Context: an optimization exercise on an open-source flow, tuned for small area. The choices shown serve that exercise and are no tape-out recipe. Only simulation tests tie the RTL to the original design; equivalence was not proved. No activity file was given, so power comes from the tool's default toggle rates.

job 6647:
## thumbdv_pe
module thumbdv_pe (
    input  wire        clk,
    input  wire        rst,           
    output wire        tx_valid,
    output wire [7:0]  tx_data,
    output wire [16:0] tx_count,
    input  wire        tx_ready,
    input  wire        tx_fault,
    output wire        rx_ready,
    input  wire        rx_valid,
    input  wire [7:0]  rx_data,
    input  wire        rx_short,
    input  wire        rx_fault,
    output wire [16:0] rd_count,
    output wire [16:0] rd_got,
    output wire [2:0]  sstate,
    output wire [2:0]  step,
    output wire        failed,
    output wire [2:0]  fail_step,
    output wire [2:0]  fail_cause,
    output reg         id_valid,
    output wire        id_sel,
    output reg  [7:0]  id_data,
    output wire        id_done,
    output wire        progress
);
    localparam [2:0] C_IO       = 3'd1;
    localparam [2:0] C_SHORT    = 3'd2;
    localparam [2:0] C_MARKER   = 3'd3;
    localparam [2:0] C_CONTENT  = 3'd4;
    localparam [2:0] C_LENGTH   = 3'd5;
    localparam [7:0]  MARKER    = 8'h61;
    localparam [16:0] STREAM_N  = 17'd323;    
    reg        rx_q;       
    reg        pay_q;      
    reg [2:0]  step_q;
    reg [2:0]  cause_q;    
    reg [15:0] got_q;      
    reg [16:0] cnt_q;      
    reg        mis_q;      
    reg        fin_q;      
    wire halted = |cause_q;
    wire ph_mark  = rx_q && !pay_q && cnt_q[0];
    wire ph_lenlo = rx_q && !pay_q && !cnt_q[0] && got_q[0];
    wire [7:0] cmd_byte;
    wire [4:0] cmd_len;
    wire       cmd_last;
    pe_cmd_rom u_cmd_rom (.step(step_q), .idx(got_q[4:0]), .data(cmd_byte), .last(cmd_last), .len(cmd_len));
    wire idx_lt4 = (got_q[15:2] == 14'd0);
    wire byte_mis, long_enough;
    pe_tpl_rom u_tpl_rom (.step(step_q), .idx_lt4(idx_lt4), .idx(got_q[1:0]), .data(rx_data),
                          .mis(byte_mis), .long_enough(long_enough));
    assign tx_valid   = !rx_q && !halted;
    assign tx_data    = cmd_byte;
    assign tx_count   = {12'd0, cmd_len};
    assign rx_ready   = rx_q;
    assign rd_count   = cnt_q;
    assign rd_got     = {1'b0, got_q};
    assign step       = step_q;
    assign failed     = halted;
    assign fail_cause = cause_q;
    assign fail_step  = halted ? step_q : 3'd0;
    assign sstate     = halted       ? 3'd4 :
  ...
Size: ~590 cells after synthesis, roughly 100 I/O pins, ~4400 µm² of cells after synthesis.
==> flow/config.mk <==
export PLATFORM = sky130hd
export DESIGN_NAME = thumbdv_pe
export DESIGN_NICKNAME = thumbdv_pe
export VERILOG_FILES = /design/flow/design.v
export SDC_FILE = /design/flow/constraint.sdc
export NUM_CORES = 4
export LEC_CHECK = 0
export CAP_MARGIN = 20
export CORE_MARGIN = 2
export CORE_UTILIZATION = 60
export CTS_BUF_LIST = sky130_fd_sc_hd__clkbuf_4 sky130_fd_sc_hd__clkbuf_8
export CTS_CLUSTER_DIAMETER = 60
export CTS_CLUSTER_SIZE = 30
export SLEW_MARGIN = 20
==> flow/constraint.sdc <==
create_clock -name core_clock -period 6.0 [get_ports {clk}]
set_input_delay 1.2000 -clock core_clock [delete_from_list [all_inputs] [get_ports {clk}]]
set_output_delay 1.2000 -clock core_clock [all_outputs]
set_load 0.01 [all_outputs]
run.sh (not shown) runs the stock make flow with config.mk's settings and CLKGATE_MAP_FILE= SYNTH_SCRIPT=/design/flow/synth_recipe.tcl, a recipe that flattens the netlist after the stock synthesis.
Job 6647 finished end to end and its layout was clean on timing, DRC and antenna.
The following lists how job 670 was set up differently from job 6647:
Settings: clearing CTS_CLUSTER_SIZE, which used to be 30; clearing CTS_CLUSTER_DIAMETER, which used to be 60; clearing CTS_BUF_LIST, which used to be sky130_fd_sc_hd__clkbuf_4 sky130_fd_sc_hd__clkbuf_8; swapping 60 for 40 in CORE_UTILIZATION.
==> flow/flow/run.sh (new file) <==
#!/bin/bash
# Own layout flow: the standard ORFS flow (standard.sh) with these changes:
#  - synthesis: ABC maps the logic with an area-oriented script (flow/area.abc), and adders are
#    left to ABC (no full/half-adder cells, no Kogge-Stone carry map); the registers are made by
#    the same Yosys passes as the standard synthesis, so their names and cells are unchanged;
#  - the input and output ports are buffered with sky130_fd_sc_hd__buf_1.
# The make output goes to flow.log here; ORFS's per-step logs are under orfs/logs/.
set -euo pipefail
W=$(pwd)
F=$W/flow
{ echo "source $F/abc_area.tcl"; cat "$W/synth_recipe.tcl"; } > "$W/area_synth.tcl"
sed "s#SYNTH_SCRIPT=[^ ]*#SYNTH_SCRIPT=$W/area_synth.tcl#" "$W/standard.sh" > "$W/area_standard.sh"
export MY_ABC_SCRIPT=$F/area.abc
bash "$W/area_standard.sh" ADDER_MAP_FILE= SYNTH_OPERATIONS_ARGS=-nofsm \
  "BUFFER_PORTS_ARGS=-buffer_cell sky130_fd_sc_hd__buf_1" finish > "$W/flow.log" 2>&1
==> flow/flow/abc_area.tcl (new file) <==
# Loaded before the standard flow's synthesis script: ORFS's technology-mapping call to ABC runs with the
# area-oriented script in $::env(MY_ABC_SCRIPT) instead of ORFS's delay-oriented one. Nothing
# else in synthesis changes (the registers come from the same Yosys passes as before).
proc abc {args} {
  set out {}
  for {set i 0} {$i < [llength $args]} {incr i} {
    set a [lindex $args $i]
    if {$a eq "-script"} { incr i; continue }
    lappend out $a
  }
  set out [linsert $out 0 -script $::env(MY_ABC_SCRIPT)]
  puts "abc (area script): $out"
  yosys abc {*}$out
}
==> flow/flow/area.abc (new file) <==
strash
dch -f
amap
==> flow/standard.sh (new file) <==
#!/bin/bash
# synth_recipe.tcl (not shown) runs the flow's synth.tcl, then flattens the netlist and writes it again
# the make line also repeats each setting of config.mk as NAME=value (left out here)
make -C /OpenROAD-flow-scripts/flow DESIGN_CONFIG=/design/flow/config.mk WORK_HOME=/design/flow/orfs CLKGATE_MAP_FILE= SYNTH_SCRIPT=/design/flow/synth_recipe.tcl "${@:-finish}"
removed: flow/run.sh
Notes after the runs:
Area of the multi-input gates: job 670 vs job 6647 down about 45%
In the reports for job 670 and job 6647, the smaller wire length of the first global-routing pass belongs to job 670.
Per the comparison of job 670 with job 6647, die area went up 29 µm², combinational power went down 47%, maximum frequency moved down, non-clock buffer count shows an increase of 6.
The sequential power of job 670 is lower than that of job 6647.
The higher area growth from synthesis to layout of job 670 and job 6647 is in job 670.
Job 670 vs job 6647 — via count dropped about 30%.
Diff job 670 and job 6647: global routing met3 resource utilization higher in job 6647
Power share of the clock group | job 670 above job 6647
For job 2189, these inputs were changed with respect to job 670:
==> flow/run.sh (new file) <==
#!/bin/bash
# synth_recipe.tcl (not shown) runs the flow's synth.tcl, then flattens the netlist and writes it again
# the make line also repeats each setting of config.mk as NAME=value (left out here)
make -C /OpenROAD-flow-scripts/flow DESIGN_CONFIG=/design/flow/config.mk WORK_HOME=/design/flow/orfs CLKGATE_MAP_FILE= SYNTH_SCRIPT=/design/flow/synth_recipe.tcl finish
removed: flow/flow/run.sh
removed: flow/flow/abc_area.tcl
removed: flow/flow/area.abc
removed: flow/standard.sh
==> comparison <==
- The peak per-stage delay on the critical path number comes out lower for job 670 vs job 2189.
- On core area: between job 2189 and job 670, it ends up lower for job 670.
- Mean number of vias per cell | job 2189 above job 670
- Row register-to-register slack: job 2189 higher / job 670 lower
- Height of the die | job 2189 above job 670
- The combined buffer and inverter count along the critical path of job 2189 is lower than that of job 670.
- Inverter count of the layout excluding clock inverters is lower on job 2189
- Job 2189 against job 670: clock latency on the worst-skew pair saw little to no change; cell area now sits higher.

## what the ideal ports hide
How much do the figures lean on ideal ports? The routed layouts below were timed once more, with nothing changed but the port constraints.
Step 1: set_driving_cell puts a clkbuf_16 on clk and a buf_2 on each other input, an assumption about the parent block.
Step 2 times the ports against the registers' clock, not the clock port: input delays grow and output delays shrink by t, the midpoint of the rising clock arrivals with the driver on.
Slacks: no drivers / after step 1 / after step 2; pairs: no drivers / after step 1.
| run | shift t [ns] | slack for setup (ns) | worst register clock-pin slew, ns |
|---|---|---|---|
| job 6647 | 0.347 | 0.794 / 0.799 / 0.452 | 0.12 / 0.12 |
| job 670 | 0.338 | 0.650 / 0.660 / 0.322 | 0.10 / 0.10 |
| job 2189 | 0.348 | 0.920 / 0.929 / 0.581 | 0.11 / 0.11 |
After both steps setup and hold are still met in every run listed. The setup slack of job 6647, which loses most, moves by +0.005 ns with the drivers and by -0.342 ns with both steps.
